This is an optimization exercise on Yosys and OpenROAD, whose aim is small area, not a production implementation.
RTL that was checked went through simulation tests only; none was proved equivalent to the original.

// lpc_synth
module lpc_synth (
    input  wire        clk,
    input  wire        rst,
    input  wire        in_valid,
    output wire        in_ready,
    input  wire        unvoiced,
    input  wire [7:0]  pitch,
    input  wire [9:0]  energy,
    input  wire [99:0] k,           
    output reg         out_valid,
    output reg  [9:0]  out_sample
);
Size: about 1000 cells after synthesis, about 130 I/O pins, ~0.011 mm^2 of cells after synthesis.
make LEC_CHECK=0 CAP_MARGIN=0 CORE_MARGIN=2 CORE_UTILIZATION=60 CTS_BUF_LIST=sky130_fd_sc_hd__clkbuf_16 CTS_CLUSTER_DIAMETER=100 CTS_CLUSTER_SIZE=25 SLEW_MARGIN=0 finish   # period 12.0 ns
run.sh (not shown) runs the stock make flow with config.mk's settings and CLKGATE_MAP_FILE= SYNTH_SCRIPT=/design/flow/synth_recipe.tcl, a recipe that flattens the netlist after the stock synthesis.
Change:
==> flow/flow/run.sh (new file) <==
#!/bin/bash
# The standard layout, with the port buffers that placement inserts
# taken as sky130_fd_sc_hd__buf_1 (the default picks a 10 um2 delay buffer
# for every input and output port). Everything else is the standard flow.
set -euo pipefail
export BUFFER_PORTS_ARGS="-buffer_cell sky130_fd_sc_hd__buf_1"
bash standard.sh "BUFFER_PORTS_ARGS=-buffer_cell sky130_fd_sc_hd__buf_1" finish > standard_flow.log 2>&1
==> flow/standard.sh (new file) <==
#!/bin/bash
# synth_recipe.tcl (not shown) runs the flow's synth.tcl, then flattens the netlist and writes it again
# the make line also repeats each setting of config.mk as NAME=value (left out here)
make -C /OpenROAD-flow-scripts/flow DESIGN_CONFIG=/design/flow/config.mk WORK_HOME=/design/flow/orfs CLKGATE_MAP_FILE= SYNTH_SCRIPT=/design/flow/synth_recipe.tcl "${@:-finish}"
Settings changed: GPL_TIMING_DRIVEN set to 0.
removed: flow/run.sh
- flip-flop and latch count stays the same
- worst setup slack gets better by 0.18 ns
- non-clock buffer count rises by 39
- count of clock-buffer cells in the layout does not change
- clock skew fell by 0.0055 ns
Change:
==> flow/run.sh (new file) <==
#!/bin/bash
# synth_recipe.tcl (not shown) runs the flow's synth.tcl, then flattens the netlist and writes it again
# the make line also repeats each setting of config.mk as NAME=value (left out here)
make -C /OpenROAD-flow-scripts/flow DESIGN_CONFIG=/design/flow/config.mk WORK_HOME=/design/flow/orfs CLKGATE_MAP_FILE= SYNTH_SCRIPT=/design/flow/synth_recipe.tcl finish
Settings changed: CAP_MARGIN 0 to 20, CTS_CLUSTER_SIZE 25 to 20, GPL_TIMING_DRIVEN 0 to unset, SLEW_MARGIN 0 to 20.
removed: flow/flow/run.sh
removed: flow/standard.sh
The changed run completed without violations.
Non-clock buffer count falls by 39.
First-iteration DRC count falls by 3.7%.
Wire length rises by 1.1%.
Die area stays the same.
Worst hold slack got worse by 0.0048 ns.
Maximum frequency falls by 1.3%.
Setup slack got worse by 0.15 ns.
Cell area rises by 6.2%.
Change:
==> flow/flow/run.sh (new file) <==
#!/bin/bash
# The standard layout with three changes to how it is made:
#  - the port buffers that placement inserts are sky130_fd_sc_hd__buf_1
#    (the default picks a 10 um2 delay buffer for every input and output);
#  - the buffers that synthesis inserts are removed at floorplan, and the
#    resizer buffers what it needs afterwards;
#  - synthesis skips Yosys's generic "abc -fast" before the full-adder
#    extraction, so that the carry-save adders map to full-adder cells
#    without inverters between them (registers are unaffected).
# The synthesis script, floorplan, power grid, placement, CTS and routing
# are otherwise the standard flow's own (standard.sh).
set -euo pipefail
export BUFFER_PORTS_ARGS="-buffer_cell sky130_fd_sc_hd__buf_1"
export REMOVE_ABC_BUFFERS=1
export SYNTH_ARGS=-noabc
bash standard.sh "BUFFER_PORTS_ARGS=-buffer_cell sky130_fd_sc_hd__buf_1" \
    REMOVE_ABC_BUFFERS=1 SYNTH_ARGS=-noabc finish > standard_flow.log 2>&1
==> flow/standard.sh (new file) <==
#!/bin/bash
# synth_recipe.tcl (not shown) runs the flow's synth.tcl, then flattens the netlist and writes it again
# the make line also repeats each setting of config.mk as NAME=value (left out here)
make -C /OpenROAD-flow-scripts/flow DESIGN_CONFIG=/design/flow/config.mk WORK_HOME=/design/flow/orfs CLKGATE_MAP_FILE= SYNTH_SCRIPT=/design/flow/synth_recipe.tcl "${@:-finish}"
Settings changed: CAP_MARGIN 20 to 0, CTS_CLUSTER_SIZE 20 to 25, GPL_TIMING_DRIVEN set to 0, SLEW_MARGIN 20 to 0.
removed: flow/run.sh
After rerunning: Via count drops by 8.8%; final area drops by 11%; sequential share of layout area climbs by 4.4 points; worst setup slack loses 0.13 ns; routed wire length drops by 9.7%; clock-buffer cell count drops by 2; maximum frequency drops by 1.1%.

job 130:
Another version of the RTL of lpc_synth (not shown whole).
Size in the first run: ~930 cells after synthesis, ~230 flip-flops, ~130 I/O pins.
// lpc_synth
module lpc_synth (
    input  wire        clk,
    input  wire        rst,
    input  wire        in_valid,
    output wire        in_ready,
    input  wire        unvoiced,
    input  wire [7:0]  pitch,
    input  wire [9:0]  energy,
    input  wire [99:0] k,           
    output reg         out_valid,
    output reg  [9:0]  out_sample
);
    reg        busy;
    reg  [9:0] jh;                  
    reg  [2:0] s;                   
    reg        zx;                  
    wire start  = !busy && jh[0] && in_valid;
    wire act    = busy || start;
    wire last   = busy && jh[9] && (s == 3'd6);
    wire accept = last && in_valid;
    assign in_ready = last;
    wire       isA = !s[2] && !(s[1] && s[0]);      
    wire       s3  = (s == 3'd3);
    wire [1:0] c   = s[2] ? s[1:0] : (s3 ? 2'd0 : s[1:0]);    
    always @(posedge clk) begin
        if (rst) begin
            busy <= 1'b0;
            jh   <= 10'd1;
            s    <= 3'd0;
            zx   <= 1'b1;
        end else if (act) begin
            if (last) begin
                busy <= 1'b0;
                jh   <= 10'd8;          
                s    <= 3'd0;
                zx   <= 1'b0;
            end else begin
                busy <= 1'b1;
                if (s == 3'd6) begin
                    s  <= 3'd0;
  ...
export LEC_CHECK = 0
export CAP_MARGIN = 0
export CORE_MARGIN = 2
export CORE_UTILIZATION = 60
export CTS_BUF_LIST = sky130_fd_sc_hd__clkbuf_8
export CTS_CLUSTER_DIAMETER = 80
export CTS_CLUSTER_SIZE = 16
export GPL_TIMING_DRIVEN = 0
export SLEW_MARGIN = 0
create_clock -name core_clock -period 12.0 [get_ports {clk}]
standard.sh (not shown) runs the stock make flow with config.mk's settings and CLKGATE_MAP_FILE= SYNTH_SCRIPT=/design/flow/synth_recipe.tcl, a recipe that flattens the netlist after the stock synthesis.
==> flow/flow/run.sh <==
#!/bin/bash
# The standard layout with three changes to how it is made:
#  - the port buffers that placement inserts are sky130_fd_sc_hd__buf_1
#    (the default picks a 10 um2 delay buffer for every input and output);
#  - the buffers that synthesis inserts are removed at floorplan, and the
#    resizer buffers what it needs afterwards;
#  - synthesis skips Yosys's generic "abc -fast" before the full-adder
#    extraction, so that the carry-save adders map to full-adder cells
#    without inverters between them (registers are unaffected).
# The synthesis script, floorplan, power grid, placement, CTS and routing
# are otherwise the standard flow's own (standard.sh).
set -euo pipefail
export BUFFER_PORTS_ARGS="-buffer_cell sky130_fd_sc_hd__buf_1"
export REMOVE_ABC_BUFFERS=1
export SYNTH_ARGS=-noabc
bash standard.sh "BUFFER_PORTS_ARGS=-buffer_cell sky130_fd_sc_hd__buf_1" \
    REMOVE_ABC_BUFFERS=1 SYNTH_ARGS=-noabc finish > standard_flow.log 2>&1
For job 7272, these inputs were changed with respect to job 130:
- CTS_BUF_LIST now sky130_fd_sc_hd__clkbuf_16, was sky130_fd_sc_hd__clkbuf_8
- CTS_CLUSTER_SIZE now 25, was 16
- CTS_CLUSTER_DIAMETER now 100, was 80
--- outcome ---
The part of the cycle the worst path needs in job 7272 was higher than what job 130 gave. Re hold violation count in the final report: no difference whatsoever between job 7272 and job 130. In the flow results for job 7272 and job 130, the routed wire length is smaller on job 7272. Job 7272 ended up with fewer standard cells than job 130. Delta (job 7272 minus job 130): final-stage net count saw a decrease; worst setup slack after placement saw little to no change. Job 7272: full flow OK, the timing, design-rule and antenna checks passed. Job 7272 does worse than job 130 on post-route standard cell area excluding fillers.

lpc_synth, a different RTL version from the one above (not shown whole).
For scale: about 820 cells after synthesis, roughly 9600 sq um of cells after synthesis.
clock: 12.0 ns
lec_check: 0
cap_margin: 0
core_margin: 2
core_utilization: 60
cts_buf_list: sky130_fd_sc_hd__clkbuf_8
cts_cluster_diameter: 80
cts_cluster_size: 16
gpl_timing_driven: 0
slew_margin: 0
==> flow/flow/run.sh <==
#!/bin/bash
# The standard layout with these changes to how it is made:
#  - the port buffers that placement inserts are sky130_fd_sc_hd__buf_1
#    (the default picks a 10 um2 delay buffer for every input and output);
#  - the buffers that synthesis inserts are removed at floorplan, and the
#    resizer buffers what it needs afterwards;
#  - synthesis skips Yosys's generic "abc -fast" before the full-adder
#    extraction, so that the carry-save adders map to full-adder cells
#    without inverters between them;
#  - after the standard synthesis, its combinational logic (all but the
#    flip-flops, adders and tie cells) is mapped again by ABC with Yosys's
#    default script (resynth.tcl). Registers keep their names and cells.
# Each tool's output goes to a log file in this folder.
set -euo pipefail
here=$(pwd)
args=("BUFFER_PORTS_ARGS=-buffer_cell sky130_fd_sc_hd__buf_1" REMOVE_ABC_BUFFERS=1 SYNTH_ARGS=-noabc)
export BUFFER_PORTS_ARGS="-buffer_cell sky130_fd_sc_hd__buf_1"
export REMOVE_ABC_BUFFERS=1
export SYNTH_ARGS=-noabc

bash standard.sh "${args[@]}" synth > standard_synth.log 2>&1

results=$here/orfs/results/${FLOW_PLATFORM}/lpc_synth/base
lib=$FLOW_HOME/platforms/${FLOW_PLATFORM}/lib/sky130_fd_sc_hd__tt_025C_1v80.lib
yosys_exe=$FLOW_HOME/../tools/install/yosys/bin/yosys
[[ -x $yosys_exe ]] || yosys_exe=$(command -v yosys)

cp "$results/1_2_yosys.v" "$here/synth_standard.v"
python3 flow/comb_lib.py "$lib" > "$here/comb.lib" 2> comb_lib.log
export RESYN_LIB=$lib
export RESYN_COMB_LIB=$here/comb.lib
export RESYN_IN=$here/synth_standard.v
export RESYN_OUT=$here/synth_resynth.v
export RESYN_ABC_CONSTR=$here/flow/abc.constr
export RESYN_STAT_IN=$here/resynth_stat_in.txt
export RESYN_STAT_OUT=$here/resynth_stat_out.txt
"$yosys_exe" -c flow/resynth.tcl > resynth.log 2>&1

cp "$here/synth_resynth.v" "$results/1_2_yosys.v"
touch "$results/1_2_yosys.v"
rm -f "$here/comb.lib"

bash standard.sh "${args[@]}" finish > standard_flow.log 2>&1
==> flow/flow/abc.constr <==
set_driving_cell sky130_fd_sc_hd__buf_1
set_load 5
==> flow/flow/resynth.tcl <==
# Maps the combinational logic of the standard synthesis's netlist again with
# ABC, this time with Yosys's default ABC script (3 ns delay target, with
# buffering and sizing for the driving cell and load in abc.constr). Flip-flops, full and half
# adders and tie cells are kept as they are (read as black boxes); every other
# cell is read as its function from the liberty file. ABC maps to the cells of
# comb.lib only, which leaves out every cell on the platform's don't-use list.
yosys -import
set lib $::env(RESYN_LIB)
read_liberty -lib $lib
read_liberty -overwrite -ignore_miss_func $::env(RESYN_COMB_LIB)
read_verilog $::env(RESYN_IN)
hierarchy -check -top $::env(FLOW_TOP)
flatten
opt_clean -purge
tee -o $::env(RESYN_STAT_IN) stat -liberty $lib
abc -liberty $::env(RESYN_COMB_LIB) -D 3000 -constr $::env(RESYN_ABC_CONSTR)
opt_clean -purge
hilomap -singleton -hicell sky130_fd_sc_hd__conb_1 HI -locell sky130_fd_sc_hd__conb_1 LO
insbuf -buf sky130_fd_sc_hd__buf_4 A X
splitnets
opt_clean -purge
tee -o $::env(RESYN_STAT_OUT) stat -liberty $lib
write_verilog -noattr -nohex -nodec $::env(RESYN_OUT)
Other scripts of this flow, unchanged in this note and not shown: flow/flow/comb_lib.py
The starting point finished clean.
==> next run, changes <==
--- a/flow/flow/run.sh
+++ b/flow/flow/run.sh
@@ -34 +33,0 @@
-export RESYN_ABC_CONSTR=$here/flow/abc.constr
--- a/flow/flow/resynth.tcl
+++ b/flow/flow/resynth.tcl
@@ -2,2 +2 @@
-# ABC, this time with Yosys's default ABC script (3 ns delay target, with
-# buffering and sizing for the driving cell and load in abc.constr). Flip-flops, full and half
+# ABC, this time with Yosys's default ABC script. Flip-flops, full and half
@@ -16 +15 @@
-abc -liberty $::env(RESYN_COMB_LIB) -D 3000 -constr $::env(RESYN_ABC_CONSTR)
+abc -liberty $::env(RESYN_COMB_LIB)
removed: flow/flow/abc.constr
Effect: Clock-buffer cell count goes down by 1. Clock skew drops by 0.0040 ns. Utilization increases by 1.7 points. Cell area came out lower by 0.49%. Setup slack loses 0.037 ns. Wire length rose by 5.7%. Synthesized cell count falls by 4.5%.

lpc_synth, a different RTL version from the one above (not shown whole).
Size in the first run: roughly 1,100 cells after synthesis, roughly 230 flip-flops, about 130 I/O pins, roughly 11,000 µm² of cells after synthesis.
Settings: LEC_CHECK=0, CAP_MARGIN=20, CORE_MARGIN=2, CORE_UTILIZATION=40, SLEW_MARGIN=20; clock period 12.0 ns.
run.sh (not shown) runs the stock make flow with config.mk's settings and CLKGATE_MAP_FILE= SYNTH_SCRIPT=/design/flow/synth_recipe.tcl, a recipe that flattens the netlist after the stock synthesis.
Stock flow here: none of the scripts above is used.
Then changed:
--- a/flow/config.mk
+++ b/flow/config.mk
@@ -6,6 +6,8 @@
 export NUM_CORES = 4
 export LEC_CHECK = 0
+export ABC_AREA = 1
 export CAP_MARGIN = 20
 export CORE_MARGIN = 2
-export CORE_UTILIZATION = 40
+export CORE_UTILIZATION = 60
+export CTS_BUF_LIST = sky130_fd_sc_hd__clkbuf_4
 export SLEW_MARGIN = 20
Effect: Setup slack gains 310 ps; wire length falls by 5.1%; global-route usage rises by 8.5 points; clock skew rises by 32 ps.
No functional check of the RTL was part of any run of this note.

## port drivers added, routing unchanged
How much do the figures lean on ideal ports? The routed layouts below were timed once more, with nothing changed but the port constraints. Step 1 assumes that a clkbuf_16 drives the clock port and a buf_2 every other input. Step 2 adds t to the input delays and takes it off the output delays; t is the mean of the earliest and latest rising clock arrival at the registers after step 1. Input paths then give back, and output paths get back, about the clock's delay inside the block. a / b / c = ideal ports / drivers / drivers and shift; a / b = the first two.
run | t (ns) | slack for setup (ns) | hold WS [ns] | worst register clock-pin slew, ns
the first run of note 1 | 0.518 | 0.391 / 0.409 / -0.109 | 0.319 / 0.319 / 0.319 | 0.10 / 0.10
the second run of note 1 | 0.508 | 0.572 / 0.591 / 0.082 | 0.325 / 0.325 / 0.325 | 0.10 / 0.10
the third run of note 1 | 0.514 | 0.417 / 0.437 / -0.078 | 0.320 / 0.320 / 0.320 | 0.08 / 0.08
the fourth run of note 1 | 0.509 | 0.291 / 0.316 / -0.193 | 0.329 / 0.329 / 0.329 | 0.10 / 0.10
job 130 | 0.558 | 0.312 / 0.333 / -0.225 | 0.318 / 0.318 / 0.318 | 0.11 / 0.11
job 7272 | 0.524 | 0.290 / 0.316 / -0.208 | 0.306 / 0.306 / 0.306 | 0.10 / 0.10
the first run of note 3 | 0.565 | 0.354 / 0.369 / -0.196 | 0.322 / 0.322 / 0.322 | 0.10 / 0.10
the second run of note 3 | 0.559 | 0.317 / 0.334 / -0.225 | 0.323 / 0.323 / 0.323 | 0.12 / 0.12
the first run of note 4 | 0.564 | 0.732 / 0.756 / 0.193 | 0.324 / 0.324 / 0.324 | 0.07 / 0.07
the second run of note 4 | 0.701 | 1.043 / 1.031 / 0.330 | 0.316 / 0.316 / 0.316 | 0.08 / 0.08
Met with ideal ports but missed after step 2: setup timing in 7 of these runs. For the second run of note 4, which loses most, drivers alone change the setup slack by -0.012 ns; drivers and shift together by -0.713 ns.
